This is an optimization exercise on Yosys and OpenROAD, whose aim is a short achievable clock period and few clock cycles, not a production implementation.
Only simulation tests tie the RTL to the original design; equivalence was not proved.
Power is estimated from default activity; no workload was simulated.

==> flow/design.v (excerpt) <==
module bvm_core (
    input  wire        clk,
    input  wire        rst,           
    input  wire [12:0] prog_limit,    
    input  wire [15:0] max_steps,     
    output wire        mem_req,
    output wire        mem_we,
    output wire [11:0] mem_addr,
    output wire [7:0]  mem_wdata,
    input  wire        mem_ready,
    input  wire [7:0]  mem_rdata,
    input  wire [3:0]  dbg_addr,
    output wire [7:0]  dbg_data,
    output reg  [2:0]  status,        
    output reg  [15:0] pc,
    output reg  [15:0] last_pc,
    output reg  [31:0] last_word,
    output reg  [15:0] steps,
    output reg  [16:0] fault_addr,
    output reg         dz_valid,
    output reg  [15:0] dz_pc
);
==> flow/config.mk <==
export PLATFORM = sky130hd
export DESIGN_NAME = bvm_core
export DESIGN_NICKNAME = bvm_core
export VERILOG_FILES = /design/flow/design.v
export SDC_FILE = /design/flow/constraint.sdc
export NUM_CORES = 4
export LEC_CHECK = 0
export ABC_CLOCK_PERIOD_IN_PS = 3000
export CAP_MARGIN = 20
export CORE_MARGIN = 2
export CORE_UTILIZATION = 40
export SLEW_MARGIN = 20
==> flow/constraint.sdc <==
create_clock -name core_clock -period 14.0 [get_ports {clk}]
set_input_delay 2.8000 -clock core_clock [delete_from_list [all_inputs] [get_ports {clk}]]
set_output_delay 2.8000 -clock core_clock [all_outputs]
set_load 0.01 [all_outputs]
standard.sh (not shown) runs the stock make flow with config.mk's settings and CLKGATE_MAP_FILE= SYNTH_SCRIPT=/design/flow/synth_recipe.tcl, a recipe that flattens the netlist after the stock synthesis.
==> flow/flow/run.sh <==
#!/bin/bash
# Standard ORFS layout (the standard.sh), with timing repair aiming below the clock
# period. The repair before placement is skipped.
set -o pipefail
bash standard.sh SETUP_SLACK_MARGIN=6.0 REMOVE_ABC_BUFFERS=1 \
    SKIP_LAST_GASP=1 finish > layout_make.log 2>&1
The first run finished but failed the layout checks on capacitance limit, slew limit.
Testbench counts at the start, summed over its fixed seeds: cycles 53,660.
Change:
--- a/flow/flow/run.sh
+++ b/flow/flow/run.sh
@@ -5 +5 @@
-bash standard.sh SETUP_SLACK_MARGIN=6.0 REMOVE_ABC_BUFFERS=1 \
+bash standard.sh SETUP_SLACK_MARGIN=5.6 REMOVE_ABC_BUFFERS=1 \
Result:
- The changed run produced a clean layout
- total power went down slightly
- critical path depth went up by 2
- sequential power stays flat
- combinational power went down by a few percent
- count of clock-buffer cells in the layout stays the same
- clock power barely changes
- clock skew went up by 8.1 ps
Change:
--- a/flow/flow/run.sh
+++ b/flow/flow/run.sh
@@ -5 +5 @@
-bash standard.sh SETUP_SLACK_MARGIN=5.6 REMOVE_ABC_BUFFERS=1 \
+bash standard.sh SETUP_SLACK_MARGIN=6.0 REMOVE_ABC_BUFFERS=1 \
Settings changed: CORE_UTILIZATION 40 to 32.
With this change the flow finished but failed the layout checks on capacitance limit, slew limit.
Cell count grows by about 10%.
Clock power barely changes.
Maximum frequency shrinks by about 3%.
Hold slack improved by 4.2 ps.
Power grows by about 0.9%.
Critical path depth shrinks by 1.
Change:
==> flow/run.sh (new file) <==
#!/bin/bash
# synth_recipe.tcl (not shown) runs the flow's synth.tcl, then flattens the netlist and writes it again
# the make line also repeats each setting of config.mk as NAME=value (left out here)
make -C /OpenROAD-flow-scripts/flow DESIGN_CONFIG=/design/flow/config.mk WORK_HOME=/design/flow/orfs CLKGATE_MAP_FILE= SYNTH_SCRIPT=/design/flow/synth_recipe.tcl finish
Settings changed: ABC_CLOCK_PERIOD_IN_PS 3000 to 5000, CORE_UTILIZATION 32 to 40, SETUP_SLACK_MARGIN set to 5.
removed: flow/flow/run.sh
removed: flow/standard.sh
After rerunning:
- With this change the flow finished with timing, DRC and antenna clean
- design area went down by 8.5%
- area after synthesis does not change
- final cell count decreases by 9.7%
- routed wire length is lower by 11%
- clock-buffer cell count drops by 91
- sequential share of layout area increases by 4.1 points
- utilization came out higher by 5.9 points
- total power drops by 2.9%
- global-route usage climbs by 4.1 points
- worst hold slack stays flat

Setup of branch sierra:
bvm_core again, from the RTL that the note above started with.
Settings: LEC_CHECK=0, ABC_CLOCK_PERIOD_IN_PS=5000, CAP_MARGIN=20, CORE_MARGIN=2, CORE_UTILIZATION=55, SETUP_SLACK_MARGIN=5, SLEW_MARGIN=20; clock period 14.0 ns.
run.sh (not shown) runs the stock make flow with config.mk's settings and CLKGATE_MAP_FILE= SYNTH_SCRIPT=/design/flow/synth_recipe.tcl, a recipe that flattens the netlist after the stock synthesis.
Stock flow here: none of the scripts above is used.
Testbench counts of branch sierra, summed over its fixed seeds: cycles 53,660.
Inputs modified between branch sierra and branch ember:
Settings: removing SETUP_SLACK_MARGIN (formerly 5); changing ABC_CLOCK_PERIOD_IN_PS from 5000 to 3000; changing CORE_UTILIZATION from 55 to 36.
==> flow/flow/run.sh (new file) <==
#!/bin/bash
# Standard ORFS layout (the standard.sh), with timing repair aiming below the clock
# period. The repair before placement is skipped.
set -o pipefail
bash standard.sh SETUP_SLACK_MARGIN=5.6 REMOVE_ABC_BUFFERS=1 \
    SKIP_LAST_GASP=1 finish > layout_make.log 2>&1
==> flow/standard.sh (new file) <==
#!/bin/bash
# synth_recipe.tcl (not shown) runs the flow's synth.tcl, then flattens the netlist and writes it again
# the make line also repeats each setting of config.mk as NAME=value (left out here)
make -C /OpenROAD-flow-scripts/flow DESIGN_CONFIG=/design/flow/config.mk WORK_HOME=/design/flow/orfs CLKGATE_MAP_FILE= SYNTH_SCRIPT=/design/flow/synth_recipe.tcl "${@:-finish}"
removed: flow/run.sh
Per the comparison of branch ember with branch sierra, final non-filler cell area shows an increase of 15000 um^2; inserted tap cell count shows an increase of 3175; logic gate share of total power shows an increase of 0.5 points; leakage power summed over all cells shows an increase of 4.5 nW; non-clock buffer count shows an increase of 27%.
branch ember: flow complete, layout not clean; failing: max-capacitance violations, max-slew violations
As far as overflow left after global routing goes, branch ember and branch sierra are indistinguishable; the numbers are identical.
Maximum level of the CTS H-tree (higher): branch ember
branch ember: layout buffering overhead excluding clock cells 1.6 points above branch sierra
branch ember improves on branch sierra in worst setup slack.
On branch ember: total clock buffers created by CTS is 9.7% higher than what branch sierra gave.

port drivers added, routing unchanged:
Ports are ideal in the flow. The routed layouts listed here were re-timed in OpenROAD. Step 1 assumes that a clkbuf_16 drives the clock port and a buf_2 every other input. Step 2 moves the port delays by t, midway between the first and last clock arrival at a register: inputs arrive t later, outputs are due t later. That takes back most of the time a late clock gives input paths. a / b / c = ideal / step 1 / step 2; a / b = the first two.
run	t (ns)	slack for setup (ns)	worst setup path after step 2
the first run of note 1	1.230	5.476 / 5.476 / 4.851	input to register
the second run of note 1	1.224	5.316 / 5.316 / 4.776	input to register
the third run of note 1	1.240	5.031 / 5.031 / 5.031	register to register
the fourth run of note 1	1.232	4.878 / 4.878 / 4.878	register to register
branch sierra	1.203	4.519 / 4.519 / 4.519	register to register
branch ember	1.220	5.360 / 5.360 / 5.360	register to register
The setup slack of the first run of note 1, which loses most, moves by 0.000 ns with the drivers and by -0.625 ns with both steps.
